This is an optimization exercise on Yosys and OpenROAD, whose aim is small area, a short achievable clock period and few clock cycles, not a production implementation.
Function was checked by simulation only, so behaviour that the tests miss may differ from the original.

### flow/run.sh
#!/bin/bash
# synth_recipe.tcl (not shown) runs the flow's synth.tcl, then flattens the netlist and writes it again
# the make line also repeats each setting of config.mk as NAME=value (left out here)
make -C /OpenROAD-flow-scripts/flow DESIGN_CONFIG=/design/flow/config.mk WORK_HOME=/design/flow/orfs CLKGATE_MAP_FILE= SYNTH_SCRIPT=/design/flow/synth_recipe.tcl finish
### flow/config.mk
export PLATFORM = sky130hd
export DESIGN_NAME = pid_engine
export DESIGN_NICKNAME = pid_engine
export VERILOG_FILES = /design/flow/design.v
export SDC_FILE = /design/flow/constraint.sdc
export NUM_CORES = 4
export LEC_CHECK = 0
export ABC_CLOCK_PERIOD_IN_PS = 7000
export CAP_MARGIN = 70
export CORE_MARGIN = 2
export CORE_UTILIZATION = 45
export SLEW_MARGIN = 70
### flow/constraint.sdc
create_clock -name core_clock -period 20.0 [get_ports {clk}]
set_input_delay 4.0000 -clock core_clock [delete_from_list [all_inputs] [get_ports {clk}]]
set_output_delay 4.0000 -clock core_clock [all_outputs]
set_load 0.01 [all_outputs]
### flow/design.v
module fadd_p1 (
    input  wire [31:0] a,
    input  wire [31:0] b,
    output wire        sign,      
    output wire [7:0]  ex,        
    output wire [23:0] mx,
    output wire [23:0] mz,
    output wire [4:0]  d,         
    output wire        sub,
    output wire [1:0]  spc,       
    output wire        spc_s
);
    wire a_max = &a[30:23], b_max = &b[30:23];
    wire a_nan = a_max && (a[22:0] != 0);
    wire b_nan = b_max && (b[22:0] != 0);
    wire a_inf = a_max && (a[22:0] == 0);
    wire b_inf = b_max && (b[22:0] == 0);
    wire an = a[30:23] != 0, bn = b[30:23] != 0;
    wire [7:0] ea = {a[30:24], a[23] | ~an};
    wire [7:0] eb = {b[30:24], b[23] | ~bn};
    wire [8:0] dab = {1'b0, ea} - {1'b0, eb};
    wire [8:0] dba = {1'b0, eb} - {1'b0, ea};
    wire swap = b[30:0] > a[30:0];
    wire [7:0] dd = swap ? dba[7:0] : dab[7:0];
    assign d    = (dd > 8'd27) ? 5'd27 : dd[4:0];
    assign mx   = swap ? {bn, b[22:0]} : {an, a[22:0]};
    assign mz   = swap ? {an, a[22:0]} : {bn, b[22:0]};
    assign ex   = swap ? eb : ea;
    assign sign = swap ? b[31] : a[31];
    assign sub  = a[31] ^ b[31];
    assign spc   = (a_nan || b_nan || (a_inf && b_inf && (a[31] != b[31]))) ? 2'd1 :
                   (a_inf || b_inf) ? 2'd2 : 2'd0;
    assign spc_s = a_inf ? a[31] : b[31];
endmodule
module fadd_p2 (
    input  wire [23:0] mx,
    input  wire [23:0] mz,
    input  wire [4:0]  d,
    input  wire        sub,
    output wire [27:0] r
);
    wire [50:0] zw  = {mz, 27'd0} >> d;
    wire        zst = |zw[23:0];
    wire [27:0] zs  = {1'b0, zw[50:25], zw[24] | zst};
    assign r = {1'b0, mx, 3'b000} + (zs ^ {28{sub}}) + {27'd0, sub};
endmodule
module clz28 (input wire [27:0] v, output reg [4:0] n);
    integer i;
    always @(*) begin
        n = 5'd28;
        for (i = 0; i < 28; i = i + 1)
            if (v[i]) n = 5'd27 - i[4:0];
    end
endmodule
module fadd_p3 (
    input  wire        sign,
    input  wire [7:0]  ex,
    input  wire [27:0] r,
    input  wire        sub,
    input  wire [1:0]  spc,
    input  wire        spc_s,
    output reg  [31:0] y
);
    wire [27:0] sen = (ex > 8'd27) ? 28'd0 : (28'h8000000 >> ex[4:0]);
    wire [4:0]  s;
    clz28 u_lz (.v(r | sen), .n(s));
    wire [27:0] sig = r << s;
    wire [8:0]  e   = {1'b0, ex} + 9'd1 - {4'd0, s};
    wire        rnd = sig[3] & ((|sig[2:0]) | sig[4]);
    wire [30:0] pk  = {(sig[27] ? e[7:0] : 8'd0), sig[26:4]} + {30'd0, rnd};
    wire        ovf = sig[27] && (e >= 9'd255);
    always @(*) begin
        if (spc == 2'd1)      y = 32'h7FC00000;
        else if (spc == 2'd2) y = {spc_s, 8'hFF, 23'd0};
        else if (r == 28'd0)  y = {sign & ~sub, 31'd0};
        else if (ovf)         y = {sign, 8'hFF, 23'd0};
        else                  y = {sign, pk};
    end
endmodule
module fadd (input wire [31:0] a, input wire [31:0] b, output wire [31:0] y);
    wire s, sub, ss; wire [7:0] ex; wire [23:0] mx, mz; wire [4:0] d; wire [27:0] r; wire [1:0] spc;
    fadd_p1 u1 (.a(a), .b(b), .sign(s), .ex(ex), .mx(mx), .mz(mz), .d(d), .sub(sub), .spc(spc), .spc_s(ss));
    fadd_p2 u2 (.mx(mx), .mz(mz), .d(d), .sub(sub), .r(r));
    fadd_p3 u3 (.sign(s), .ex(ex), .r(r), .sub(sub), .spc(spc), .spc_s(ss), .y(y));
endmodule
module clz24 (input wire [23:0] v, output reg [4:0] n);
    integer i;
    always @(*) begin
        n = 5'd24;
        for (i = 0; i < 24; i = i + 1)
            if (v[i]) n = 5'd23 - i[4:0];
    end
endmodule
module ctz24 (input wire [23:0] v, output reg [4:0] n);
    integer i;
    always @(*) begin
        n = 5'd24;
        for (i = 23; i >= 0; i = i - 1)
            if (v[i]) n = i[4:0];
    end
endmodule
module fmul_p1 (
    input  wire [31:0] a,
    input  wire [31:0] b,
    output wire [47:0] p,
    output wire signed [10:0] k,      
    output wire signed [10:0] l0,     
    output wire        st0,           
    output wire        st1,           
    output wire        sign,
    output wire [1:0]  spc            
);
    wire a_max = &a[30:23], b_max = &b[30:23];
    wire a_nan  = a_max && (a[22:0] != 0);
    wire b_nan  = b_max && (b[22:0] != 0);
    wire a_inf  = a_max && (a[22:0] == 0);
    wire b_inf  = b_max && (b[22:0] == 0);
    wire a_zero = (a[30:0] == 0);
    wire b_zero = (b[30:0] == 0);
    assign sign = a[31] ^ b[31];
    wire an = a[30:23] != 0, bn = b[30:23] != 0;
    wire [23:0] ma = {an, a[22:0]};
    wire [23:0] mb = {bn, b[22:0]};
    assign p = ma * mb;
    assign k = $signed({3'd0, a[30:24], a[23] | ~an}) + $signed({3'd0, b[30:24], b[23] | ~bn}) - 11'sd126;
    wire [4:0] lza, lzb, tza, tzb;
    clz24 u_la (.v(ma), .n(lza));
    clz24 u_lb (.v(mb), .n(lzb));
    ctz24 u_ta (.v(ma), .n(tza));
    ctz24 u_tb (.v(mb), .n(tzb));
    wire signed [10:0] lzs = $signed({5'd0, {1'b0, lza} + {1'b0, lzb}});
    wire signed [10:0] km1 = k - 11'sd1;
    assign l0 = (km1 < lzs) ? km1 : lzs;
    wire signed [11:0] tz = $signed({6'd0, {1'b0, tza} + {1'b0, tzb}});
    assign st0 = tz < (12'sd23 - {l0[10], l0});
    assign st1 = tz < (12'sd22 - {l0[10], l0});
    assign spc = (a_nan || b_nan || (a_inf && b_zero) || (b_inf && a_zero)) ? 2'd1 :
                 (a_inf || b_inf) ? 2'd2 :
                 (a_zero || b_zero) ? 2'd3 : 2'd0;
endmodule
module fmul_p2 (
    input  wire [47:0] p,
    input  wire signed [10:0] k,
    input  wire signed [10:0] l0,
    input  wire        st0,
    input  wire        st1,
    input  wire        sign,
    input  wire [1:0]  spc,
    output reg  [31:0] y
);
    wire        rsh = l0[10];
    wire [10:0] nl  = -l0;
    wire [4:0]  rs  = (nl > 11'd26) ? 5'd26 : nl[4:0];
    wire [47:0] sh0 = rsh ? (p >> rs) : (p << l0[5:0]);
    wire signed [10:0] km1 = k - 11'sd1;
    wire        adj = !rsh && !sh0[47] && (l0 != km1);
    wire [47:0] sh  = adj ? {sh0[46:0], 1'b0} : sh0;
    wire        st  = adj ? st1 : st0;
    wire        rnd = sh[23] & (st | sh[24]);
    wire signed [11:0] e = {k[10], k} - {l0[10], l0} - {11'd0, adj};
    wire [30:0] pk  = {(sh[47] ? e[7:0] : 8'd0), sh[46:24]} + {30'd0, rnd};
    wire        ovf = sh[47] && (e >= 12'sd255);
    always @(*) begin
        if (spc == 2'd1)      y = 32'h7FC00000;
        else if (spc == 2'd2) y = {sign, 8'hFF, 23'd0};
        else if (spc == 2'd3) y = {sign, 31'd0};
        else if (ovf)         y = {sign, 8'hFF, 23'd0};
        else                  y = {sign, pk};
    end
endmodule
module fmul (input wire [31:0] a, input wire [31:0] b, output wire [31:0] y);
    wire [47:0] p; wire signed [10:0] k, l0; wire st0, st1, s; wire [1:0] spc;
    fmul_p1 u1 (.a(a), .b(b), .p(p), .k(k), .l0(l0), .st0(st0), .st1(st1), .sign(s), .spc(spc));
    fmul_p2 u2 (.p(p), .k(k), .l0(l0), .st0(st0), .st1(st1), .sign(s), .spc(spc), .y(y));
endmodule
module add_ks #(parameter W = 8) (
    input  wire [W-1:0] a,
    input  wire [W-1:0] b,
    input  wire         ci,
    output wire [W-1:0] s,
    output wire         co
);
    function integer lg2(input integer v);
        integer t;
        begin
            lg2 = 0;
            for (t = v - 1; t > 0; t = t >> 1) lg2 = lg2 + 1;
        end
    endfunction
    localparam LV = lg2(W);
    wire [W-1:0] p0 = a ^ b;
    wire [W-1:0] g0 = a & b;
    wire [W-1:0] gg [0:LV];
    wire [W-1:0] pp [0:LV];
    assign gg[0] = {g0[W-1:1], g0[0] | (p0[0] & ci)};
    assign pp[0] = p0;
    genvar l, i;
    generate
        for (l = 0; l < LV; l = l + 1) begin : lvl
            for (i = 0; i < W; i = i + 1) begin : bt
                if (i >= (1 << l)) begin : op
                    assign gg[l+1][i] = gg[l][i] | (pp[l][i] & gg[l][i - (1 << l)]);
                    assign pp[l+1][i] = pp[l][i] & pp[l][i - (1 << l)];
                end else begin : pass
                    assign gg[l+1][i] = gg[l][i];
                    assign pp[l+1][i] = pp[l][i];
                end
            end
        end
    endgenerate
    assign s  = p0 ^ {gg[LV][W-2:0], ci};
    assign co = gg[LV][W-1];
endmodule
module fdiv4_pre (
    input  wire [31:0] a,
    input  wire [31:0] b,
    output wire [28:0] ws,         
    output wire [23:0] nb,         
    output wire signed [10:0] e,   
    output wire        sign,
    output wire [1:0]  spc         
);
    wire a_max = &a[30:23], b_max = &b[30:23];
    wire a_nan  = a_max && (a[22:0] != 0);
    wire b_nan  = b_max && (b[22:0] != 0);
    wire a_inf  = a_max && (a[22:0] == 0);
    wire b_inf  = b_max && (b[22:0] == 0);
    wire a_zero = (a[30:0] == 0);
    wire b_zero = (b[30:0] == 0);
    assign sign = a[31] ^ b[31];
    wire an = a[30:23] != 0, bn = b[30:23] != 0;
    wire [23:0] ma = {an, a[22:0]};
    wire [23:0] mb = {bn, b[22:0]};
    wire [4:0] lza, lzb;
    clz24 u_la (.v(ma), .n(lza));
    clz24 u_lb (.v(mb), .n(lzb));
    wire [23:0] na = ma << lza;
    assign nb = mb << lzb;
    assign ws = {5'd0, na};
    assign e = $signed({3'd0, a[30:24], a[23] | ~an}) - $signed({6'd0, lza})
             - $signed({3'd0, b[30:24], b[23] | ~bn}) + $signed({6'd0, lzb}) + 11'sd127;
    assign spc = (a_nan || b_nan || (a_inf && b_inf) || (a_zero && b_zero)) ? 2'd1 :
                 (a_inf || b_zero) ? 2'd2 :
                 (a_zero || b_inf) ? 2'd3 : 2'd0;
endmodule
module fdiv4_sel (
    input  wire [2:0] di,
    output reg  signed [6:0] t2, t1, t0, tm
);
    always @(*) begin
            case (di) 3'd0: t2 = 7'sd12; 3'd1: t2 = 7'sd14; 3'd2: t2 = 7'sd15; 3'd3: t2 = 7'sd16; 3'd4: t2 = 7'sd18; 3'd5: t2 = 7'sd19; 3'd6: t2 = 7'sd20; 3'd7: t2 = 7'sd22; endcase
            case (di) 3'd0: t1 = 7'sd3; 3'd1: t1 = 7'sd4; 3'd2: t1 = 7'sd4; 3'd3: t1 = 7'sd4; 3'd4: t1 = 7'sd5; 3'd5: t1 = 7'sd5; 3'd6: t1 = 7'sd5; 3'd7: t1 = 7'sd6; endcase
            case (di) 3'd0: t0 = -7'sd5; 3'd1: t0 = -7'sd6; 3'd2: t0 = -7'sd6; 3'd3: t0 = -7'sd7; 3'd4: t0 = -7'sd8; 3'd5: t0 = -7'sd8; 3'd6: t0 = -7'sd9; 3'd7: t0 = -7'sd10; endcase
            case (di) 3'd0: tm = -7'sd13; 3'd1: tm = -7'sd15; 3'd2: tm = -7'sd16; 3'd3: tm = -7'sd18; 3'd4: tm = -7'sd20; 3'd5: tm = -7'sd21; 3'd6: tm = -7'sd23; 3'd7: tm = -7'sd25; endcase
    end
endmodule
module fdiv4_iter #(parameter N = 1) (
    input  wire [28:0] ws_i,
    input  wire [28:0] wc_i,
    input  wire [23:0] nb,
    output wire [28:0] ws_o,
    output wire [28:0] wc_o,
    output wire [2*N-1:0] qp,       
    output wire [2*N-1:0] qn        
);
    wire [28:0] d1 = {3'd0, nb, 2'b00};
    wire [28:0] d2 = {2'd0, nb, 3'b000};
    wire signed [6:0] t2, t1, t0, tm;
    fdiv4_sel u_sel (.di(nb[22:20]), .t2(t2), .t1(t1), .t0(t0), .tm(tm));
    wire [28:0] ws [0:N];
    wire [28:0] wc [0:N];
    assign ws[0] = ws_i;
    assign wc[0] = wc_i;
    genvar j;
    generate
        for (j = 0; j < N; j = j + 1) begin : row
            wire [28:0] s4 = {ws[j][26:0], 2'b00};
            wire [28:0] c4 = {wc[j][26:0], 2'b00};
            wire signed [6:0] y = s4[28:22] + c4[28:22];
            wire p2 = (y >= t2);
            wire p1 = !p2 && (y >= t1);
            wire n2 = (y < tm);
            wire n1 = !n2 && (y < t0);
            wire [28:0] m = p2 ? ~d2 : p1 ? ~d1 : n1 ? d1 : n2 ? d2 : 29'd0;
            wire [28:0] mj = (s4 & c4) | (s4 & m) | (c4 & m);
            assign ws[j+1] = s4 ^ c4 ^ m;
            assign wc[j+1] = {mj[27:0], p1 | p2};
            assign qp[2*(N-1-j) +: 2] = {p2, p1};
            assign qn[2*(N-1-j) +: 2] = {n2, n1};
        end
    endgenerate
    assign ws_o = ws[N];
    assign wc_o = wc[N];
endmodule
module fdiv4_post1 (
    input  wire [28:0] ws,
    input  wire [28:0] wc,
    input  wire [23:0] nb,
    input  wire [27:0] qp,
    input  wire [27:0] qn,
    output wire [27:0] q,          
    output wire        rnz         
);
    wire [28:0] d1  = {3'd0, nb, 2'b00};
    wire [28:0] w;
    wire        cw, cq;
    add_ks #(29) u_w (.a(ws), .b(wc), .ci(1'b0), .s(w), .co(cw));
    wire        neg = w[28];
    wire        z0  = (ws ^ wc) == {ws[27:0] | wc[27:0], 1'b0};
    wire [28:0] ts  = ws ^ wc ^ d1;
    wire [28:0] tm  = (ws & wc) | (ws & d1) | (wc & d1);
    wire [28:0] tc  = {tm[27:0], 1'b0};
    wire        z1  = (ts ^ tc) == {ts[27:0] | tc[27:0], 1'b0};
    assign rnz = neg ? !z1 : !z0;
    add_ks #(28) u_q (.a(qp), .b(~qn), .ci(~neg), .s(q), .co(cq));    
endmodule
module fdiv4_post2 (
    input  wire [27:0] q,
    input  wire        rnz,
    input  wire signed [10:0] e,
    input  wire        sign,
    input  wire [1:0]  spc,
    output reg  [31:0] y
);
    wire [26:0] sig = q[26] ? q[26:0] : {q[25:0], 1'b0};
    wire signed [10:0] ef = q[26] ? e : e - 11'sd1;
    wire signed [10:0] sh = 11'sd1 - ef;
    wire        den = !sh[10] && (sh != 11'sd0);
    wire [4:0]  rs  = (sh > 11'sd26) ? 5'd27 : sh[4:0];
    wire [53:0] dw  = {sig, 27'd0} >> (den ? rs : 5'd0);
    wire [26:0] sg  = dw[53:27];
    wire        st  = rnz | (|dw[26:0]);
    wire        rnd = sg[2] & (sg[1] | sg[0] | st | sg[3]);
    wire [30:0] pk  = {(sg[26] ? ef[7:0] : 8'd0), sg[25:3]} + {30'd0, rnd};
    wire        ovf = sg[26] && (ef >= 11'sd255);
    always @(*) begin
        if (spc == 2'd1)      y = 32'h7FC00000;
        else if (spc == 2'd2) y = {sign, 8'hFF, 23'd0};
        else if (spc == 2'd3) y = {sign, 31'd0};
        else if (ovf)         y = {sign, 8'hFF, 23'd0};
        else                  y = {sign, pk};
    end
endmodule
module fdiv4 (input wire [31:0] a, input wire [31:0] b, output wire [31:0] y);
    wire [28:0] ws0, ws1, wc1; wire [23:0] nb; wire signed [10:0] e; wire s; wire [1:0] spc;
    wire [27:0] qp, qn, q; wire rnz;
    fdiv4_pre  u1 (.a(a), .b(b), .ws(ws0), .nb(nb), .e(e), .sign(s), .spc(spc));
    fdiv4_iter #(14) u2 (.ws_i(ws0), .wc_i(29'd0), .nb(nb), .ws_o(ws1), .wc_o(wc1), .qp(qp), .qn(qn));
    fdiv4_post1 u3 (.ws(ws1), .wc(wc1), .nb(nb), .qp(qp), .qn(qn), .q(q), .rnz(rnz));
    fdiv4_post2 u4 (.q(q), .rnz(rnz), .e(e), .sign(s), .spc(spc), .y(y));
endmodule
module pipe #(parameter W = 1, parameter N = 1) (
    input  wire         clk,
    input  wire [W-1:0] d,
    output wire [W-1:0] q
);
    reg [W*N-1:0] sr;
    generate
        if (N == 1) begin : one
            always @(posedge clk) sr <= d;
        end else begin : many
            always @(posedge clk) sr <= {sr[W*(N-1)-1:0], d};
        end
    endgenerate
    assign q = sr[W*N-1 -: W];
endmodule
module fp_lt (
    input  wire [31:0] a,
    input  wire [31:0] b,
    output wire        y
);
    wire a_nan = (&a[30:23]) && (a[22:0] != 0);
    wire b_nan = (&b[30:23]) && (b[22:0] != 0);
    wire [31:0] ka = a[31] ? ~a : (a | 32'h80000000);
    wire [31:0] kb = b[31] ? ~b : (b | 32'h80000000);
    wire both_zero = (a[30:0] == 0) && (b[30:0] == 0);
    assign y = !a_nan && !b_nan && !both_zero && (ka < kb);
endmodule
module fp_clamp (
    input  wire [31:0] x,
    input  wire [31:0] l,
    output wire [31:0] y
);
    wire gt, lt;
    wire [31:0] nl = {~l[31], l[30:0]};
    fp_lt u_gt (.a(l), .b(x), .y(gt));
    fp_lt u_lt (.a(x), .b(nl), .y(lt));
    assign y = gt ? l : (lt ? nl : x);
endmodule
module pid_engine (
    input  wire        clk,
    input  wire        rst,           
    input  wire        in_valid,
    output wire        in_ready,
    input  wire [31:0] in_word,       
    input  wire [31:0] in_a,          
    input  wire [31:0] in_b,          
    input  wire [31:0] in_c,          
    input  wire [31:0] in_d,          
    input  wire [31:0] in_e,          
    input  wire [31:0] in_f,          
    output reg         out_valid,
    output reg  [1:0]  out_status,    
    output reg  [31:0] out_result     
);
    localparam N = 7;
    localparam [1:0] ST_OK = 2'd0, ST_FAULT = 2'd2, ST_HALTED = 2'd3;
    localparam [3:0] C_ILLEGAL_OP = 4'd1, C_BAD_ID = 4'd2, C_PARAMS_UNINIT = 4'd4,
                     C_NAN_OPERAND = 4'd5, C_DT_NONPOSITIVE = 4'd6, C_NAN_RESULT = 4'd8;
    localparam L = 19;                
    function is_nan(input [31:0] x);
        is_nan = (x[30:23] == 8'hFF) && (x[22:0] != 23'd0);
    endfunction
    function [31:0] sat_limit(input [31:0] x);
        sat_limit = (x[31] && (x[30:0] != 31'd0)) ? 32'd0 : x;
    endfunction
    function [N:1] dec7(input [2:0] i);
        integer j;
        for (j = 1; j <= N; j = j + 1) dec7[j] = (i == j);
    endfunction
    function [31:0] sel7(input [N:1] oh, input [32*N-1:0] w);
        integer j;
        begin
            sel7 = 32'd0;
            for (j = 1; j <= N; j = j + 1)
                sel7 = sel7 | (w[32*(j-1) +: 32] & {32{oh[j]}});
        end
    endfunction
    reg [31:0] kp   [1:N];
    reg [31:0] ki   [1:N];
    reg [31:0] kd   [1:N];
    reg [31:0] ilim [1:N];
    reg [31:0] olim [1:N];
    reg [31:0] sthr [1:N];
    reg [N:1]  sep_en;
    reg [N:1]  dmeas;
    reg [N:1]  pvalid;
    reg [31:0] integ  [1:N];
    reg [31:0] lerr   [1:N];
    reg [31:0] lfb    [1:N];
    reg [N:1]  zl;                    
    reg [N:1]  zi;                    
    reg        halt;
    wire [32*N-1:0] f_kp, f_ki, f_kd, f_ilim, f_olim, f_sthr, f_integ, f_lerr, f_lfb;
    genvar g;
    generate
        for (g = 1; g <= N; g = g + 1) begin : flat
            assign f_kp[32*(g-1) +: 32]    = kp[g];
            assign f_ki[32*(g-1) +: 32]    = ki[g];
            assign f_kd[32*(g-1) +: 32]    = kd[g];
            assign f_ilim[32*(g-1) +: 32]  = ilim[g];
            assign f_olim[32*(g-1) +: 32]  = olim[g];
            assign f_sthr[32*(g-1) +: 32]  = sthr[g];
            assign f_integ[32*(g-1) +: 32] = integ[g];
            assign f_lerr[32*(g-1) +: 32]  = lerr[g];
            assign f_lfb[32*(g-1) +: 32]   = lfb[g];
        end
    endgenerate
    reg        b_v;
    reg [31:0] b_a, b_b, b_c, b_d, b_e, b_f;
    reg        b_pid, b_prst, b_wrp, b_idok, b_aux0, b_aux1;
    reg [N:1]  b_oh;
    reg [2:0]  b_idx;
    reg        b_pnan, b_wnan, b_dtle0;
    reg        hz;                    
    wire [7:0]  i_opc = in_word[31:24];
    wire [7:0]  i_id  = in_word[23:16];
    wire [15:0] i_aux = in_word[15:0];
    wire        i_pid  = (i_opc == 8'h20) && (i_aux == 16'd0);
    wire        i_prst = (i_opc == 8'h21) && (i_aux == 16'd0);
    wire        i_wrp  = (i_opc == 8'h40) && (i_aux[15:2] == 14'd0);
    wire        i_idok = (i_id >= 8'd1) && (i_id <= N);
    wire [N:1]  i_oh;
    generate
        for (g = 1; g <= N; g = g + 1) begin : dec
            assign i_oh[g] = (i_id == g);
        end
    endgenerate
    wire        i_pnan = is_nan(in_a) || is_nan(in_b) || is_nan(in_c);
    wire        i_wnan = is_nan(in_d) || is_nan(in_e) || is_nan(in_f);
    wire issue    = b_v && !hz;
    assign in_ready = !b_v || !hz;
    wire accept   = in_valid && in_ready;
    reg  [3:0] cause;
    always @(*) begin
        cause = 4'd0;
        if (!(b_pid || b_prst || b_wrp))
            cause = C_ILLEGAL_OP;
        else if (!b_idok)
            cause = C_BAD_ID;
        else if (b_pid && !(|(pvalid & b_oh)))
            cause = C_PARAMS_UNINIT;
        else if ((b_pid && b_pnan) || (b_wrp && (b_pnan || b_wnan)))
            cause = C_NAN_OPERAND;
        else if (b_pid && b_dtle0)
            cause = C_DT_NONPOSITIVE;
    end
    reg [L:2]  sv;                    
    reg [L:2]  sisp;                  
    reg [L:2]  spid;                  
    reg [2:0]  sid  [2:L];            
    reg [9:2]  skill;                 
    reg [N:1]  soh  [2:9];            
    reg [3:0]  scz  [2:L];            
    wire        b_pidok = b_pid && b_idok;
    wire        do_wrp  = issue && b_wrp && b_idok;
    wire        do_prst = issue && b_prst && b_idok;
    integer k;
    reg [N:1] hA, hP;
    always @(*) begin
        hA = (issue && b_pidok) ? b_oh : {N{1'b0}};
        for (k = 2; k <= 3; k = k + 1)
            if (sv[k] && spid[k]) hA = hA | soh[k];
        hP = hA;
        for (k = 4; k <= 5; k = k + 1)
            if (sv[k] && spid[k]) hP = hP | soh[k];
    end
    wire pend_busy_n;
    wire n_pid  = in_ready ? i_pid  : b_pid;
    wire n_prst = in_ready ? i_prst : b_prst;
    wire n_wrp  = in_ready ? i_wrp  : b_wrp;
    wire [N:1] n_oh = in_ready ? i_oh : b_oh;
    wire hz_n = (n_pid && |(hA & n_oh)) || (n_wrp && pend_busy_n) || (n_prst && |(hP & n_oh));
    always @(posedge clk) begin
        if (rst) begin
            b_v <= 1'b0;
            hz  <= 1'b0;
        end else begin
            b_v <= accept || (b_v && !issue);
            hz  <= hz_n;
        end
        if (in_ready) begin
            b_a <= in_a; b_b <= in_b; b_c <= in_c; b_d <= in_d; b_e <= in_e; b_f <= in_f;
            b_pid <= i_pid; b_prst <= i_prst; b_wrp <= i_wrp; b_idok <= i_idok;
            b_aux0 <= i_aux[0]; b_aux1 <= i_aux[1]; b_oh <= i_oh; b_idx <= i_id[2:0];
            b_pnan <= i_pnan; b_wnan <= i_wnan;
            b_dtle0 <= (in_c[30:0] == 31'd0) || in_c[31];
        end
    end
    always @(posedge clk) begin
        if (rst) sv <= 0;
        else     sv <= {sv[L-1:2], issue};
        sisp <= {sisp[L-1:2], b_pid};
        spid <= {spid[L-1:2], b_pidok};
        sid[2] <= b_idx;
        for (k = 3; k <= L; k = k + 1) sid[k] <= sid[k-1];
        soh[2] <= b_oh;
        for (k = 3; k <= 9; k = k + 1) soh[k] <= soh[k-1];
        scz[2] <= cause;
        for (k = 3; k <= L; k = k + 1) scz[k] <= scz[k-1];
        skill[2] <= 1'b0;
        for (k = 3; k <= 9; k = k + 1)
            skill[k] <= skill[k-1] || (do_prst && |(soh[k-1] & b_oh));
    end
    wire        e1_s, e1_sub, e1_ss; wire [7:0] e1_ex; wire [23:0] e1_mx, e1_mz;
    wire [4:0]  e1_d; wire [1:0] e1_spc; wire [27:0] e1_r;
    fadd_p1 u_e1 (.a(b_a), .b({~b_b[31], b_b[30:0]}), .sign(e1_s), .ex(e1_ex), .mx(e1_mx),
                  .mz(e1_mz), .d(e1_d), .sub(e1_sub), .spc(e1_spc), .spc_s(e1_ss));
    fadd_p2 u_e2 (.mx(e1_mx), .mz(e1_mz), .d(e1_d), .sub(e1_sub), .r(e1_r));
    reg         c2_s, c2_sub, c2_ss; reg [7:0] c2_ex; reg [27:0] c2_r; reg [1:0] c2_spc;
    reg  [31:0] c2_fb, c2_dt;
    always @(posedge clk) begin
        c2_s <= e1_s; c2_sub <= e1_sub; c2_ss <= e1_ss; c2_ex <= e1_ex; c2_r <= e1_r; c2_spc <= e1_spc;
        c2_fb <= b_b; c2_dt <= b_c;
    end
    wire [31:0] err2;
    fadd_p3 u_e3 (.sign(c2_s), .ex(c2_ex), .r(c2_r), .sub(c2_sub), .spc(c2_spc), .spc_s(c2_ss), .y(err2));
    wire        z2 = |(zl & soh[2]);
    reg  [31:0] c3_err, c3_dt, c3_lerr, c3_kp, c3_sthr, c3_na, c3_nb;
    reg         c3_sp;
    wire [31:0] lerr2 = z2 ? 32'd0 : sel7(soh[2], f_lerr);
    wire [31:0] lfb2  = z2 ? 32'd0 : sel7(soh[2], f_lfb);
    wire        dm2   = |(dmeas & soh[2]);
    always @(posedge clk) begin
        c3_err <= err2; c3_dt <= c2_dt;
        c3_lerr <= lerr2;
        c3_kp   <= sel7(soh[2], f_kp);
        c3_sthr <= sel7(soh[2], f_sthr);
        c3_sp   <= |(sep_en & soh[2]);
        c3_na   <= dm2 ? lfb2 : err2;
        c3_nb   <= dm2 ? {~c2_fb[31], c2_fb[30:0]} : {~lerr2[31], lerr2[30:0]};
    end
    wire        s3_s, s3_sub, s3_ss; wire [7:0] s3_ex; wire [23:0] s3_mx, s3_mz;
    wire [4:0]  s3_d; wire [1:0] s3_spc; wire [27:0] s3_r;
    fadd_p1 u_s1 (.a(c3_err), .b(c3_lerr), .sign(s3_s), .ex(s3_ex), .mx(s3_mx),
                  .mz(s3_mz), .d(s3_d), .sub(s3_sub), .spc(s3_spc), .spc_s(s3_ss));
    fadd_p2 u_s2 (.mx(s3_mx), .mz(s3_mz), .d(s3_d), .sub(s3_sub), .r(s3_r));
    wire        n3_s, n3_sub, n3_ss; wire [7:0] n3_ex; wire [23:0] n3_mx, n3_mz;
    wire [4:0]  n3_d; wire [1:0] n3_spc; wire [27:0] n3_r;
    fadd_p1 u_n1 (.a(c3_na), .b(c3_nb), .sign(n3_s), .ex(n3_ex), .mx(n3_mx),
                  .mz(n3_mz), .d(n3_d), .sub(n3_sub), .spc(n3_spc), .spc_s(n3_ss));
    fadd_p2 u_n2 (.mx(n3_mx), .mz(n3_mz), .d(n3_d), .sub(n3_sub), .r(n3_r));
    wire [47:0] m13_p; wire signed [10:0] m13_k, m13_l0; wire m13_st0, m13_st1, m13_s; wire [1:0] m13_spc;
    fmul_p1 u_m11 (.a(c3_kp), .b(c3_err), .p(m13_p), .k(m13_k), .l0(m13_l0), .st0(m13_st0),
                   .st1(m13_st1), .sign(m13_s), .spc(m13_spc));
    wire sep_lt3;
    fp_lt u_sep (.a({1'b0, c3_err[30:0]}), .b(c3_sthr), .y(sep_lt3));
    wire sep3 = !c3_sp || sep_lt3;
    reg         c4_ss_, c4_ssub, c4_sss; reg [7:0] c4_sex; reg [27:0] c4_sr; reg [1:0] c4_sspc;
    reg         c4_ns, c4_nsub, c4_nss; reg [7:0] c4_nex; reg [27:0] c4_nr; reg [1:0] c4_nspc;
    reg  [47:0] c4_mp; reg signed [10:0] c4_mk, c4_ml0; reg c4_mst0, c4_mst1, c4_ms; reg [1:0] c4_mspc;
    reg         c4_sep; reg [31:0] c4_dt;
    always @(posedge clk) begin
        c4_ss_ <= s3_s; c4_ssub <= s3_sub; c4_sss <= s3_ss; c4_sex <= s3_ex; c4_sr <= s3_r; c4_sspc <= s3_spc;
        c4_ns <= n3_s; c4_nsub <= n3_sub; c4_nss <= n3_ss; c4_nex <= n3_ex; c4_nr <= n3_r; c4_nspc <= n3_spc;
        c4_mp <= m13_p; c4_mk <= m13_k; c4_ml0 <= m13_l0; c4_mst0 <= m13_st0; c4_mst1 <= m13_st1;
        c4_ms <= m13_s; c4_mspc <= m13_spc;
        c4_sep <= sep3; c4_dt <= c3_dt;
    end
    wire en_l;    
    pipe #(1, L-3) p_en (.clk(clk), .d(is_nan(c3_err)), .q(en_l));
    wire [31:0] sum4, dn4, m14;
    fadd_p3 u_s3 (.sign(c4_ss_), .ex(c4_sex), .r(c4_sr), .sub(c4_ssub), .spc(c4_sspc), .spc_s(c4_sss), .y(sum4));
    fadd_p3 u_n3 (.sign(c4_ns), .ex(c4_nex), .r(c4_nr), .sub(c4_nsub), .spc(c4_nspc), .spc_s(c4_nss), .y(dn4));
    fmul_p2 u_m12 (.p(c4_mp), .k(c4_mk), .l0(c4_ml0), .st0(c4_mst0), .st1(c4_mst1), .sign(c4_ms),
                   .spc(c4_mspc), .y(m14));
    wire [23:0] hm4 = {sum4[23], sum4[22:0]};
    wire [31:0] hsub4 = {sum4[31], 8'd0, hm4[23:1]} + {31'd0, hm4[0] & hm4[1]};
    wire [31:0] half4 = (sum4[30:24] != 7'd0) ? ((&sum4[30:23]) ? sum4 : {sum4[31], sum4[30:23] - 8'd1, sum4[22:0]})
                                               : hsub4;
    reg  [31:0] c5_half, c5_dn, c5_dt; reg c5_sep;
    always @(posedge clk) begin
        c5_half <= half4; c5_dn <= dn4; c5_dt <= c4_dt; c5_sep <= c4_sep;
    end
    wire [31:0] m1_12;    
    pipe #(32, 8) p_m1 (.clk(clk), .d(m14), .q(m1_12));
    wire [47:0] x5_p; wire signed [10:0] x5_k, x5_l0; wire x5_st0, x5_st1, x5_s; wire [1:0] x5_spc;
    fmul_p1 u_x1 (.a(c5_half), .b(c5_dt), .p(x5_p), .k(x5_k), .l0(x5_l0), .st0(x5_st0),
                  .st1(x5_st1), .sign(x5_s), .spc(x5_spc));
    wire [28:0] dv5_ws, dv5_wsi, dv5_wci; wire [23:0] dv5_nb; wire signed [10:0] dv5_e; wire dv5_s;
    wire [1:0]  dv5_spc, dv5_qp, dv5_qn;
    fdiv4_pre u_dpre (.a(c5_dn), .b(c5_dt), .ws(dv5_ws), .nb(dv5_nb), .e(dv5_e), .sign(dv5_s), .spc(dv5_spc));
    fdiv4_iter #(1) u_d1 (.ws_i(dv5_ws), .wc_i(29'd0), .nb(dv5_nb), .ws_o(dv5_wsi), .wc_o(dv5_wci),
                          .qp(dv5_qp), .qn(dv5_qn));
    reg  [47:0] c6_xp; reg signed [10:0] c6_xk, c6_xl0; reg c6_xst0, c6_xst1, c6_xs; reg [1:0] c6_xspc;
    reg         c6_sep;
    always @(posedge clk) begin
        c6_xp <= x5_p; c6_xk <= x5_k; c6_xl0 <= x5_l0; c6_xst0 <= x5_st0; c6_xst1 <= x5_st1;
        c6_xs <= x5_s; c6_xspc <= x5_spc; c6_sep <= c5_sep;
    end
    reg  [28:0] dws [6:12];
    reg  [28:0] dwc [6:12];
    reg  [23:0] dnb [6:12];
    reg  signed [10:0] de [6:14];
    reg         ds  [6:14];
    reg  [1:0]  dspc [6:14];
    reg  [27:0] dqp [6:12];
    reg  [27:0] dqn [6:12];
    always @(posedge clk) begin
        dws[6] <= dv5_wsi; dwc[6] <= dv5_wci; dnb[6] <= dv5_nb; de[6] <= dv5_e; ds[6] <= dv5_s;
        dspc[6] <= dv5_spc; dqp[6] <= {26'd0, dv5_qp}; dqn[6] <= {26'd0, dv5_qn};
    end
    generate
        for (g = 6; g <= 11; g = g + 1) begin : dstage
            wire [28:0] ws_o, wc_o; wire [3:0] qp_o, qn_o;
            fdiv4_iter #(2) u_it (.ws_i(dws[g]), .wc_i(dwc[g]), .nb(dnb[g]),
                                  .ws_o(ws_o), .wc_o(wc_o), .qp(qp_o), .qn(qn_o));
            always @(posedge clk) begin
                dws[g+1] <= ws_o; dwc[g+1] <= wc_o; dnb[g+1] <= dnb[g]; de[g+1] <= de[g];
                ds[g+1] <= ds[g]; dspc[g+1] <= dspc[g];
                dqp[g+1] <= {dqp[g][23:0], qp_o}; dqn[g+1] <= {dqn[g][23:0], qn_o};
            end
        end
    endgenerate
    wire [28:0] ws12, wc12; wire [1:0] qp12, qn12;
    fdiv4_iter #(1) u_d14 (.ws_i(dws[12]), .wc_i(dwc[12]), .nb(dnb[12]), .ws_o(ws12), .wc_o(wc12),
                           .qp(qp12), .qn(qn12));
    reg  [28:0] c13_ws, c13_wc; reg [23:0] c13_nb; reg [27:0] c13_qp, c13_qn;
    always @(posedge clk) begin
        c13_ws <= ws12; c13_wc <= wc12; c13_nb <= dnb[12];
        c13_qp <= {dqp[12][25:0], qp12}; c13_qn <= {dqn[12][25:0], qn12};
        de[13] <= de[12]; ds[13] <= ds[12]; dspc[13] <= dspc[12];
    end
    wire [27:0] q13; wire rnz13;
    fdiv4_post1 u_dp1 (.ws(c13_ws), .wc(c13_wc), .nb(c13_nb), .qp(c13_qp), .qn(c13_qn), .q(q13), .rnz(rnz13));
    reg  [27:0] c14_q; reg c14_rnz;
    always @(posedge clk) begin
        c14_q <= q13; c14_rnz <= rnz13;
        de[14] <= de[13]; ds[14] <= ds[13]; dspc[14] <= dspc[13];
    end
    wire [31:0] der14;
    fdiv4_post2 u_dp2 (.q(c14_q), .rnz(c14_rnz), .e(de[14]), .sign(ds[14]), .spc(dspc[14]), .y(der14));
    wire [31:0] x6;
    fmul_p2 u_x2 (.p(c6_xp), .k(c6_xk), .l0(c6_xl0), .st0(c6_xst0), .st1(c6_xst1), .sign(c6_xs),
                  .spc(c6_xspc), .y(x6));
    reg  [31:0] c7_x, c7_int; reg c7_sep;
    always @(posedge clk) begin
        c7_x <= x6; c7_sep <= c6_sep;
        c7_int <= (|(zi & soh[6])) ? 32'd0 : sel7(soh[6], f_integ);
    end
    reg  [31:0] ilim9, ki10, kd15, olim19;
    always @(posedge clk) begin
        ilim9  <= sel7(soh[8], f_ilim);
        ki10   <= sel7(soh[9], f_ki);
        kd15   <= sel7(dec7(sid[14]), f_kd);
        olim19 <= sel7(dec7(sid[18]), f_olim);
    end
    wire [31:0] inc7 = c7_sep ? c7_x : 32'h80000000;
    wire        a7_s, a7_sub, a7_ss; wire [7:0] a7_ex; wire [23:0] a7_mx, a7_mz;
    wire [4:0]  a7_d; wire [1:0] a7_spc; wire [27:0] a7_r;
    fadd_p1 u_a1 (.a(c7_int), .b(inc7), .sign(a7_s), .ex(a7_ex), .mx(a7_mx),
                  .mz(a7_mz), .d(a7_d), .sub(a7_sub), .spc(a7_spc), .spc_s(a7_ss));
    fadd_p2 u_a2 (.mx(a7_mx), .mz(a7_mz), .d(a7_d), .sub(a7_sub), .r(a7_r));
    reg         c8_s, c8_sub, c8_ss; reg [7:0] c8_ex; reg [27:0] c8_r; reg [1:0] c8_spc;
    always @(posedge clk) begin
        c8_s <= a7_s; c8_sub <= a7_sub; c8_ss <= a7_ss; c8_ex <= a7_ex; c8_r <= a7_r; c8_spc <= a7_spc;
    end
    wire [31:0] acc8;
    fadd_p3 u_a3 (.sign(c8_s), .ex(c8_ex), .r(c8_r), .sub(c8_sub), .spc(c8_spc), .spc_s(c8_ss), .y(acc8));
    reg  [31:0] c9_acc;
    always @(posedge clk) c9_acc <= acc8;
    wire [31:0] int9;
    fp_clamp u_cli (.x(c9_acc), .l(ilim9), .y(int9));
    reg  [31:0] c10_int;
    always @(posedge clk) c10_int <= int9;
    wire in_l;
    pipe #(1, L-9) p_in (.clk(clk), .d(is_nan(int9)), .q(in_l));
    wire [47:0] m2a_p; wire signed [10:0] m2a_k, m2a_l0; wire m2a_st0, m2a_st1, m2a_s; wire [1:0] m2a_spc;
    fmul_p1 u_m21 (.a(ki10), .b(c10_int), .p(m2a_p), .k(m2a_k), .l0(m2a_l0), .st0(m2a_st0),
                   .st1(m2a_st1), .sign(m2a_s), .spc(m2a_spc));
    reg  [47:0] c11_p; reg signed [10:0] c11_k, c11_l0; reg c11_st0, c11_st1, c11_s; reg [1:0] c11_spc;
    always @(posedge clk) begin
        c11_p <= m2a_p; c11_k <= m2a_k; c11_l0 <= m2a_l0; c11_st0 <= m2a_st0; c11_st1 <= m2a_st1;
        c11_s <= m2a_s; c11_spc <= m2a_spc;
    end
    wire [31:0] m2_11;
    fmul_p2 u_m22 (.p(c11_p), .k(c11_k), .l0(c11_l0), .st0(c11_st0), .st1(c11_st1), .sign(c11_s),
                   .spc(c11_spc), .y(m2_11));
    reg  [31:0] c12_m2;
    always @(posedge clk) c12_m2 <= m2_11;
    wire        t12_s, t12_sub, t12_ss; wire [7:0] t12_ex; wire [23:0] t12_mx, t12_mz;
    wire [4:0]  t12_d; wire [1:0] t12_spc; wire [27:0] t12_r;
    fadd_p1 u_t1 (.a(m1_12), .b(c12_m2), .sign(t12_s), .ex(t12_ex), .mx(t12_mx),
                  .mz(t12_mz), .d(t12_d), .sub(t12_sub), .spc(t12_spc), .spc_s(t12_ss));
    fadd_p2 u_t2 (.mx(t12_mx), .mz(t12_mz), .d(t12_d), .sub(t12_sub), .r(t12_r));
    reg         c13_s, c13_sub, c13_ss; reg [7:0] c13_ex; reg [27:0] c13_r; reg [1:0] c13_spc;
    always @(posedge clk) begin
        c13_s <= t12_s; c13_sub <= t12_sub; c13_ss <= t12_ss; c13_ex <= t12_ex; c13_r <= t12_r; c13_spc <= t12_spc;
    end
    wire [31:0] s1_13, s1_17;
    fadd_p3 u_t3 (.sign(c13_s), .ex(c13_ex), .r(c13_r), .sub(c13_sub), .spc(c13_spc), .spc_s(c13_ss), .y(s1_13));
    pipe #(32, 4) p_s1 (.clk(clk), .d(s1_13), .q(s1_17));
    reg  [31:0] c15_der;
    always @(posedge clk) c15_der <= der14;
    wire [47:0] m3a_p; wire signed [10:0] m3a_k, m3a_l0; wire m3a_st0, m3a_st1, m3a_s; wire [1:0] m3a_spc;
    fmul_p1 u_m31 (.a(kd15), .b(c15_der), .p(m3a_p), .k(m3a_k), .l0(m3a_l0), .st0(m3a_st0),
                   .st1(m3a_st1), .sign(m3a_s), .spc(m3a_spc));
    reg  [47:0] c16_p; reg signed [10:0] c16_k, c16_l0; reg c16_st0, c16_st1, c16_s; reg [1:0] c16_spc;
    always @(posedge clk) begin
        c16_p <= m3a_p; c16_k <= m3a_k; c16_l0 <= m3a_l0; c16_st0 <= m3a_st0; c16_st1 <= m3a_st1;
        c16_s <= m3a_s; c16_spc <= m3a_spc;
    end
    wire [31:0] m3_16;
    fmul_p2 u_m32 (.p(c16_p), .k(c16_k), .l0(c16_l0), .st0(c16_st0), .st1(c16_st1), .sign(c16_s),
                   .spc(c16_spc), .y(m3_16));
    reg  [31:0] c17_m3;
    always @(posedge clk) c17_m3 <= m3_16;
    wire        u17_s, u17_sub, u17_ss; wire [7:0] u17_ex; wire [23:0] u17_mx, u17_mz;
    wire [4:0]  u17_d; wire [1:0] u17_spc; wire [27:0] u17_r;
    fadd_p1 u_u1 (.a(s1_17), .b(c17_m3), .sign(u17_s), .ex(u17_ex), .mx(u17_mx),
                  .mz(u17_mz), .d(u17_d), .sub(u17_sub), .spc(u17_spc), .spc_s(u17_ss));
    fadd_p2 u_u2 (.mx(u17_mx), .mz(u17_mz), .d(u17_d), .sub(u17_sub), .r(u17_r));
    reg         c18_s, c18_sub, c18_ss; reg [7:0] c18_ex; reg [27:0] c18_r; reg [1:0] c18_spc;
    always @(posedge clk) begin
        c18_s <= u17_s; c18_sub <= u17_sub; c18_ss <= u17_ss; c18_ex <= u17_ex; c18_r <= u17_r; c18_spc <= u17_spc;
    end
    wire [31:0] u18;
    fadd_p3 u_u3 (.sign(c18_s), .ex(c18_ex), .r(c18_r), .sub(c18_sub), .spc(c18_spc), .spc_s(c18_ss), .y(u18));
    reg  [31:0] c19_u;
    always @(posedge clk) c19_u <= u18;
    wire [31:0] out19;
    fp_clamp u_clo (.x(c19_u), .l(olim19), .y(out19));
    wire nanL = en_l || in_l || is_nan(out19);
    wire [3:0] czL = scz[L];
    wire       faultL = (czL != 4'd0) || (sisp[L] && nanL);
    wire wr2 = sv[2] && spid[2];
    wire wr3 = sv[3] && spid[3];
    wire wr9 = sv[9] && spid[9] && !skill[9] && !(do_prst && |(soh[9] & b_oh));
    always @(posedge clk) begin
        for (k = 1; k <= N; k = k + 1) begin
            if (do_wrp && b_oh[k]) begin
                kp[k]     <= b_a;
                sthr[k]   <= b_f;
                sep_en[k] <= b_aux0;
                dmeas[k]  <= b_aux1;
            end
            if (il_we && il_oh[k]) ilim[k] <= il_d;
            if (ki_we && ki_oh[k]) ki[k]   <= ki_d;
            if (kd_we && kd_oh[k]) kd[k]   <= kd_d;
            if (ol_we && ol_oh[k]) olim[k] <= ol_d;
            if (wr2 && soh[2][k])
                lfb[k]  <= c2_fb;
            if (wr3 && soh[3][k])
                lerr[k] <= c3_err;
            if (wr9 && soh[9][k])
                integ[k] <= int9;
        end
    end
    localparam R_IL = 8, R_KI = 9, R_KD = 14, R_OL = 18;
    reg [4:0] kmin;
    always @(*) begin
        kmin = 5'd31;
        for (k = R_OL - 1; k >= 2; k = k - 1)
            if (sv[k] && spid[k] && sid[k] == b_idx) kmin = k[4:0];
    end
    reg  [N:1]  pb_oh;
    reg  [31:0] pb_il, pb_ki, pb_kd, pb_ol;
    reg  [4:0]  pc_il, pc_ki, pc_kd, pc_ol;    
    wire [4:0]  dl_il = (kmin < R_IL) ? (R_IL - kmin) : 5'd0;
    wire [4:0]  dl_ki = (kmin < R_KI) ? (R_KI - kmin) : 5'd0;
    wire [4:0]  dl_kd = (kmin < R_KD) ? (R_KD - kmin) : 5'd0;
    wire [4:0]  dl_ol = (kmin < R_OL) ? (R_OL - kmin) : 5'd0;
    wire        il_we = (do_wrp && dl_il == 5'd0) || pc_il == 5'd1;
    wire        ki_we = (do_wrp && dl_ki == 5'd0) || pc_ki == 5'd1;
    wire        kd_we = (do_wrp && dl_kd == 5'd0) || pc_kd == 5'd1;
    wire        ol_we = (do_wrp && dl_ol == 5'd0) || pc_ol == 5'd1;
    wire [N:1]  il_oh = (pc_il == 5'd1) ? pb_oh : b_oh;
    wire [N:1]  ki_oh = (pc_ki == 5'd1) ? pb_oh : b_oh;
    wire [N:1]  kd_oh = (pc_kd == 5'd1) ? pb_oh : b_oh;
    wire [N:1]  ol_oh = (pc_ol == 5'd1) ? pb_oh : b_oh;
    wire [31:0] il_d  = (pc_il == 5'd1) ? pb_il : sat_limit(b_d);
    wire [31:0] ki_d  = (pc_ki == 5'd1) ? pb_ki : b_b;
    wire [31:0] kd_d  = (pc_kd == 5'd1) ? pb_kd : b_c;
    wire [31:0] ol_d  = (pc_ol == 5'd1) ? pb_ol : sat_limit(b_e);
    function [4:0] cnt_next(input [4:0] c, input ld, input [4:0] dl);
        cnt_next = ld ? dl : ((c != 5'd0) ? c - 5'd1 : 5'd0);
    endfunction
    wire [4:0] pc_il_n = cnt_next(pc_il, do_wrp, dl_il);
    wire [4:0] pc_ki_n = cnt_next(pc_ki, do_wrp, dl_ki);
    wire [4:0] pc_kd_n = cnt_next(pc_kd, do_wrp, dl_kd);
    wire [4:0] pc_ol_n = cnt_next(pc_ol, do_wrp, dl_ol);
    assign pend_busy_n = (pc_il_n != 5'd0) || (pc_ki_n != 5'd0) || (pc_kd_n != 5'd0) || (pc_ol_n != 5'd0);
    always @(posedge clk) begin
        if (rst) begin
            pc_il <= 5'd0; pc_ki <= 5'd0; pc_kd <= 5'd0; pc_ol <= 5'd0;
        end else begin
            pc_il <= pc_il_n; pc_ki <= pc_ki_n; pc_kd <= pc_kd_n; pc_ol <= pc_ol_n;
        end
        if (do_wrp) begin
            pb_oh <= b_oh;
            pb_il <= sat_limit(b_d); pb_ki <= b_b; pb_kd <= b_c; pb_ol <= sat_limit(b_e);
        end
    end
    always @(posedge clk) begin
        if (rst) begin
            pvalid <= 0;
            zl     <= {N{1'b1}};
            zi     <= {N{1'b1}};
            halt   <= 1'b0;
            out_valid  <= 1'b0;
            out_status <= 2'd0;
            out_result <= 32'd0;
        end else begin
            if (do_wrp) pvalid <= pvalid | b_oh;
            if (wr3) zl <= zl & ~soh[3];
            if (wr9) zi <= zi & ~soh[9];
            if (do_prst) begin
                zl <= (wr3 ? (zl & ~soh[3]) : zl) | b_oh;
                zi <= (wr9 ? (zi & ~soh[9]) : zi) | b_oh;
            end
            out_valid <= sv[L];
            if (sv[L]) begin
                if (halt) begin
                    out_status <= ST_HALTED;
                    out_result <= 32'd0;
                end else if (czL != 4'd0) begin
                    out_status <= ST_FAULT;
                    out_result <= {28'd0, czL};
                end else if (sisp[L] && nanL) begin
                    out_status <= ST_FAULT;
                    out_result <= {28'd0, C_NAN_RESULT};
                end else begin
                    out_status <= ST_OK;
                    out_result <= sisp[L] ? out19 : 32'd0;
                end
                if (faultL) halt <= 1'b1;
            end
        end
    end
endmodule
==> key figures <==
Clock network
  • CTS clk-pin slew, worst paths: 0.06 ns
  • CTS H-tree depth: 6
  • Hold_buf cts: 0
  • Clock latency on the worst-skew pair: 1.16 ns
  • Post-CTS sizing: 0
  • Post-CTS setup buffer count: 0
  • Root Driver: clkbuf_16
  • Clock buffer count from CTS: 591
  • Max clock buf depth: 4
  • Clock Sinks: 5528
  • TritonCTS clock tree: built

Setup path
  • CP Max Fanout: 15
  • Setup crit end kind: flop
  • CP dominant cell by count: and3_1
  • Worst stage delay on the critical path: 0.92 ns
  • Worst EP arrival: 10.56 ns
  • Worst setup startpoint: p_m1.sr[252]
  • Reg2reg start: p_m1.sr[252]
  • Slowest-stage cell, CP: or4_2
  • FF-to-FF End: c13_r[27]
  • Required @ worst endpoint: 21.02 ns
  • FF-to-FF path depth: 37
  • Setup slack on the worst flop-to-flop path: 10.46 ns
  • Startpoint types: flop
  • Critical path class: flop to flop

Floorplan
  • Core area: 0.788 mm²
  • Die height: 893 µm
  • Die footprint: 0.797 mm²
  • Initial Util: 0.451
  • Row count: 326
  • Die X: 893 µm
  • # IOs: 263

Synth
  • Ys flop type: dfxtp_1
  • Sequential area share after synthesis: 0.378
  • Synthesized Nets: 40.5k
  • Yosys reg bits: 5528
  • Synth cell types: 152
  • Synth Cell Area: 0.355 mm²
  • Top cells by area, synth: edfxtp_1 20%, dfxtp_1 18%, fa_1 13%
  • Warnings, synthesis: 56
  • Synth top area share: 0.200
  • Syn Area/Cell: 9.93 µm²
  • Post-synth EDFFs: 2366
  • Gate Count Post-Synth: 35.8k
  • Post-synth ARST share: 0
  • Synth area leader: edfxtp_1

Final layout
  • Util after Layout: 0.511
  • FF+latch area: 0.135 mm²
  • Top reg by flops: p_m1.sr
  • Share of layout cells above drive strength 1: 0.117
  • Area occupied by multi-input gates: 0.208 mm²
  • Area grow syn2layout: 13.3%
  • Fill cells: 70.5k
  • Final #Nets: 40.3k
  • Max reg flops: 256

Detailed routing
  • DR vias: 270k
  • DR pass1 iterations: 10
  • Vias per inst: 5.80
  • DRC errors left: 0
  • ANT nets after route: 0
  • DRT iter0 DRCs: 24.6k
  • Total Wirelength: 1130000 µm
  • WL/cell: 24.3 µm

Timing
  • Period utilisation layout: 0.477
  • Final worst setup slack: 10.46 ns
  • Worst slew pin tran: 0.527 ns
  • F_max: 105 MHz
  • Endpoints failing setup: 0
  • Headroom to the max-slew limit: 0.647
  • Slew Limit Fails: 0
  • Clock Skew: 0.0883 ns
  • TNS Setup: 0 ns
  • RSZ-0062 raised after global routing: no
  • Final Hold Vio Count: 0
  • Fin crit period: 9.54 ns

Hold path
  • Hold depth: 0
  • Worst Hold Path EP: p_s1.sr[68]
  • Hold path startpoint: p_s1.sr[36]
  • Hold/Removal Path Class: flop to flop

Run
  • Max Cap Violations: 0

Status
  • Status: no timing/DRC/antenna violations

Placement
  • DP Worst Slack: 10.55 ns
  • Port buffer count: 262
  • Post-DP HPWL: 852000 µm
  • RePlAce Congestion: 0.943

Global route
  • Grt ovf: 0
  • Initial antenna violation count: 72
  • GRT Overall Usage: 0.276
  • First-pass GRT wire length: 1710000 µm
  • Largest net degree at the start of global routing: 64
  • Vias in the first global route: 270k
metrics by stage:
| stage | cells | hold WS [ns] | area, µm² |
|---|---|---|---|
| after floorplan | 35800 | 0.310 | 355000 |
| after global placement | 45100 | 0.310 | 369000 |
| after detailed placement | 45400 | 0.312 | 379000 |
| after CTS | 46500 | 0.280 | 400000 |
| after global routing | 46600 | 0.289 | 403000 |
| final | 46600 | 0.278 | 403000 |
kinds of logic after synthesis:
kind of cell / share of synthesized area
simple gates: 0.134
compound gates: 0.131
flops: 0.378
buf+inv: 0.0586
fa+ha+maj: 0.204
mux: 0.0578
xor+xnor: 0.0368
other cells: 0.0000105
cells in the final DEF (no fill, tap or decap), types with 570 or more instances in the layout:
cell / n
nand2_1: 3756
inv_1: 3390
dfxtp_1: 2978
edfxtp_1: 2366
fa_1: 2290
ha_1: 2115
nor2_1: 2027
a21oi_1: 1727
o21ai_0: 1267
and2_1: 975
mux2i_1: 949
xnor2_1: 763
a22oi_1: 701
nand3_1: 650
clkbuf_16: 608
xor2_1: 570
how the worst max path moves through the flow:
stage	end	depth (start not counted)	slack (ns)
final	c13_r[27]	37	10.46
after global routing	c14_q[26]	49	9.82
after CTS	c4_sr[24]	39	10.54
after detailed placement	c4_sr[24]	39	10.55
after global placement	c4_sr[22]	40	9.06
after floorplan	in_ready	3	11.47
per-layer routing:
metal	vias up	share of wire	track usage
li1	124000	-	-
met1	135000	0.42	0.370
met2	9762	0.46	0.450
met3	1938	0.067	0.0377
met4	34	0.049	0.114
met5	-	0.00021	0
synth_stat cells, drive strengths merged (151+ instances only):
| library cell | instances |
|---|---|
| mux2 | 445 |
| a22oi | 704 |
| o21bai | 185 |
| nand2 | 3794 |
| xor2 | 597 |
| fa | 2294 |
| ha | 2125 |
| clkbuf | 1717 |
| o21ai | 1572 |
| o211ai | 163 |
| mux2i | 1016 |
| a21o | 376 |
| and2 | 997 |
| and3 | 212 |
| nor3 | 553 |
| nand4 | 278 |
| edfxtp | 2366 |
| xnor2 | 894 |
| nor4 | 371 |
| nand3 | 680 |
| a211oi | 406 |
| buf | 299 |
| a222oi | 241 |
| a31oi | 331 |
| nand2b | 240 |
| nor2 | 2162 |
| o21a | 151 |
| inv | 3429 |
| mux4 | 238 |
| o22ai | 155 |
| nor2b | 269 |
| a21oi | 1835 |
| dfxtp | 3162 |
final cells by class:
type,count,share of cell area
sequential,5528,0.334
clock inverter,282,0.00930
inverter,3450,0.0324
antenna,41,0.000255
timing repair buffer,1227,0.0319
clock buffer,809,0.0418
tap,10500,0.0326
multi-input combinational,24800,0.517
critical path, delay by kind of cell (launching register included):
kind / cells / cell delay (ns)
adders and majority gates: 2 / 0.73
AOI/OAI and AO/OA: 13 / 3.21
DFF: 1 / 0.40
muxes: 2 / 0.35
and+or+nand+nor: 14 / 3.69
buffers and inverters: 6 / 1.04
Testbench counts, summed over its fixed seeds: cycles 8,832.

## afterwards: timing with drivers on the ports
How much do the figures lean on ideal ports? The routed layout below was timed once more, with nothing changed but the port constraints. Step 1 sets driving cells, clkbuf_16 on the clock port and buf_2 on the other inputs (assumed; they add their load-dependent delay and slew). Step 2 also shifts input and output timing later by t, the mid clock arrival at the registers, as if the neighbouring blocks saw the same clock. Slacks: ideal / step 1 / step 2; pairs: ideal / step 1.
t, ns: 1.256
slack for setup (ns): 10.462 / 10.462 / 10.462
hold slack, ns: 0.278 / 0.278 / 0.278
pins driven straight from the clock port: 1
After both steps this run still meets setup and hold. For this run, drivers alone change the setup slack by 0.000 ns; drivers and shift together by 0.000 ns.
